What follows belongs to an exercise in optimizing a design on an open flow for small area, a short achievable clock period and few clock cycles per item; a production flow would make more cautious choices.
Where RTL was checked, it was by simulation tests only, not by an equivalence proof against the original.

== exp/indigo ==
## lsc_mapper
module lsc_mapper (
    input  wire        clk,
    input  wire        rst,
    input  wire        in_valid,
    output wire        in_ready,
    input  wire        in_imm,
    input  wire        in_mtrunc,
    input  wire [15:0] in_value,
    input  wire [15:0] in_rmin,
    input  wire [15:0] in_rmax,
    output wire        out_valid,
    input  wire        out_ready,
    output wire [7:0]  out_angle,
    output wire [31:0] out_lux
);
Size: ~3,500 cells after synthesis, about 27,000 um2 of cells after synthesis.
Settings: LEC_CHECK=0, ABC_AREA=1, CAP_MARGIN=20, CORE_MARGIN=2, CORE_UTILIZATION=55, CTS_BUF_LIST=sky130_fd_sc_hd__clkbuf_8, CTS_CLUSTER_DIAMETER=60, CTS_CLUSTER_SIZE=12, SLEW_MARGIN=20, SYNTH_HIERARCHICAL=1; clock period 22.0 ns.
standard.sh (not shown) runs the stock make flow with config.mk's settings and CLKGATE_MAP_FILE= SYNTH_SCRIPT=/design/flow/synth_recipe.tcl, a recipe that flattens the netlist after the stock synthesis.
==> flow/flow/run.sh <==
#!/bin/bash
# Layout: the standard flow (standard synthesis, same constraints), with ORFS's
# repair_timing asked for a larger setup margin so that it also works on paths that
# already meet the 22 ns clock, and plain buffers on the ports.  Each tool's output
# goes to a log file here.
set -euo pipefail
bash standard.sh SETUP_SLACK_MARGIN=16 "BUFFER_PORTS_ARGS=-buffer_cell sky130_fd_sc_hd__buf_2" finish > flow_make.log 2>&1
Input changes introduced in exp/tundra (baseline for comparison: exp/indigo):
- CTS_CLUSTER_SIZE: 12 -> 20
- CTS_BUF_LIST: sky130_fd_sc_hd__clkbuf_8 -> sky130_fd_sc_hd__clkbuf_16
- CTS_CLUSTER_DIAMETER: 60 -> 80
--- outcome ---
Data-path buffer share of cell area in the final layout was higher in exp/indigo than in exp/tundra.
Via count of the first global-routing pass down 107 in exp/tundra wrt exp/indigo
From exp/indigo to exp/tundra the numbers moved as follows: worst setup margin now smaller, setup clock skew after layout higher.
exp/indigo ended with every stage complete and zero timing, DRC or antenna violations.
exp/tundra went all the way through synthesis, placement and routing and the layout is clean on timing, DRC and antenna.
No functional check of the RTL was part of any run of this note.


job 4751:
lsc_mapper, a different RTL version from the one above (not shown whole).
Size in the first run: roughly 3300 cells after synthesis, about 0.026 sq mm of cells after synthesis.
clock: 22.0 ns
lec_check: 0
abc_area: 1
cap_margin: 20
core_margin: 2
core_utilization: 62
cts_buf_list: sky130_fd_sc_hd__clkbuf_16
cts_cluster_diameter: 80
cts_cluster_size: 20
slew_margin: 20
synth_hierarchical: 1
Scripts as last shown in full above: flow/flow/run.sh
Both conditions hold for job 4751: the flow ran to the end and the final layout passed the timing, DRC and antenna checks.
Testbench counts of job 4751, summed over its fixed seeds: cycles 2,088, items 2,048.
## Diff of input files: job 7490 against job 4751
Settings: a change of CORE_UTILIZATION from 62 to 55.
diff --git a/flow/flow/run.sh b/flow/flow/run.sh
--- a/flow/flow/run.sh
+++ b/flow/flow/run.sh
@@ -7 +7 @@
-bash standard.sh SETUP_SLACK_MARGIN=16 "BUFFER_PORTS_ARGS=-buffer_cell sky130_fd_sc_hd__buf_2" finish > flow_make.log 2>&1
+bash standard.sh SETUP_SLACK_MARGIN=16 "BUFFER_PORTS_ARGS=-buffer_cell sky130_fd_sc_hd__buf_1" finish > flow_make.log 2>&1
[summary]
- Relative to job 4751, the number of core rows measured on job 7490 has increased by a few percent.
- Going from job 4751 to job 7490, portion of the layout cell area used by non-clock buffers lost 0.51 points; final design utilization went down by 7.0 points.
- The setup slack of job 7490 is smaller than that of job 4751.
The following lists how job 5746 was set up differently from job 7490:
Settings: a change of CORE_UTILIZATION from 55 to 45.
diff --git a/flow/flow/run.sh b/flow/flow/run.sh
--- a/flow/flow/run.sh
+++ b/flow/flow/run.sh
@@ -7 +7 @@
-bash standard.sh SETUP_SLACK_MARGIN=16 "BUFFER_PORTS_ARGS=-buffer_cell sky130_fd_sc_hd__buf_1" finish > flow_make.log 2>&1
+bash standard.sh SETUP_SLACK_MARGIN=16 "BUFFER_PORTS_ARGS=-buffer_cell sky130_fd_sc_hd__buf_2" finish > flow_make.log 2>&1
## What came out
Job 5746 finished every step from synthesis to the final layout, and the layout passed the timing, DRC and antenna checks.
Job 7490 → job 5746: final cell count climbed 185, area overhead of the layout relative to synthesis climbed 2.3 points, final worst-path cycle share barely changed, critical path depth barely changed.
Delta (job 5746 minus job 7490): total global-route track usage now smaller, post-detailed-routing wire length picked up an extra 4800 um, standard cell area after detailed placement increased by 1.2% relative to the old numbers, routed length on met2 rose 1.6%.
## Diff of input files: job 6585 against job 5746
Settings: CORE_UTILIZATION: 45 -> 55.
==> run notes <==
Looking at the reports, job 6585 completed the entire flow and the layout it produced met the timing, DRC and antenna checks.
Comparing job 6585 against job 5746, there is no change at all in count of sequential standard cells.
Compared with job 5746, in job 6585 part of the cycle the worst path needs has remained practically unchanged, global-route wire length before repair has decreased, fill cell instance count of the final layout has decreased, share of cell area taken by flip-flops and latches has increased.
Comparing job 6585 with job 5746, the per-instance average area after synthesis came out essentially unchanged.
Job 6585 vs job 5746: final standard cell area without fillers down by a few percent
Compared to job 5746, job 6585 has fraction of met1 tracks used by global routing 1.7 points higher.
| worst-case clock skew | job 6585 vs job 5746 | worse |
Hold slack essentially unchanged between job 5746 and job 6585.
Edits applied to the flow inputs when going from job 6585 to job 6719:
Settings: CORE_UTILIZATION changed from 55 to 60.
[summary]
Job 6719 finished end to end and its layout was clean on timing, DRC and antenna.
Diff job 6585 -> job 6719: synthesized cell count was more or less identical, proportion of layout cells with a drive suffix above 1 went up by 0.46 points, count of clock-net buffers in the final layout went down by 1, die area went down by about 8%, critical path depth went up by 15%.
Looking at starting DRC count in detailed routing across job 6585 and job 6719, the one that comes out higher is job 6719.
Diff job 6585 -> job 6719: critical path's largest stage delay held steady; sequential share of layout area held steady; share of the final layout cell area in multi-input gates shrank by 0.17 points; global-route usage grew by 3.5 points.
Compared with job 6585, job 6719 degrades total via count after detailed routing.

## separate check: timing with driven ports
The results above use ideal ports. As a check the final layouts listed here were re-extracted and re-timed, cells and wires unchanged. Step 1, drivers: a clkbuf_16 drives clk and a buf_2 each remaining input, both assumed. Step 2 also shifts input and output timing later by t, the mid clock arrival at the registers, as if the neighbouring blocks saw the same clock. Slacks: ideal ports / drivers / drivers and shift; pairs: ideal ports / drivers.
| run | t, ns | setup slack, ns | slew at the worst register clock pin (ns) | cell pins on the clock port's net |
|---|---|---|---|---|
| exp/indigo | 0.664 | 16.317 / 16.277 / 16.317 | 0.09 / 0.09 | 1 |
| exp/tundra | 0.617 | 16.299 / 16.299 / 16.299 | 0.09 / 0.09 | 1 |
| job 4751 | 0.596 | 16.426 / 16.367 / 16.382 | 0.09 / 0.09 | 1 |
| job 7490 | 0.596 | 16.382 / 16.329 / 16.360 | 0.09 / 0.09 | 1 |
| job 5746 | 0.627 | 16.405 / 16.342 / 16.368 | 0.08 / 0.08 | 1 |
| job 6585 | 0.607 | 16.391 / 16.359 / 16.378 | 0.09 / 0.09 | 1 |
| job 6719 | 0.597 | 16.337 / 16.337 / 16.337 | 0.09 / 0.09 | 1 |
After both steps every run listed still meets setup and hold. For job 4751, which loses most, drivers alone change the setup slack by -0.059 ns; drivers and shift together by -0.044 ns.
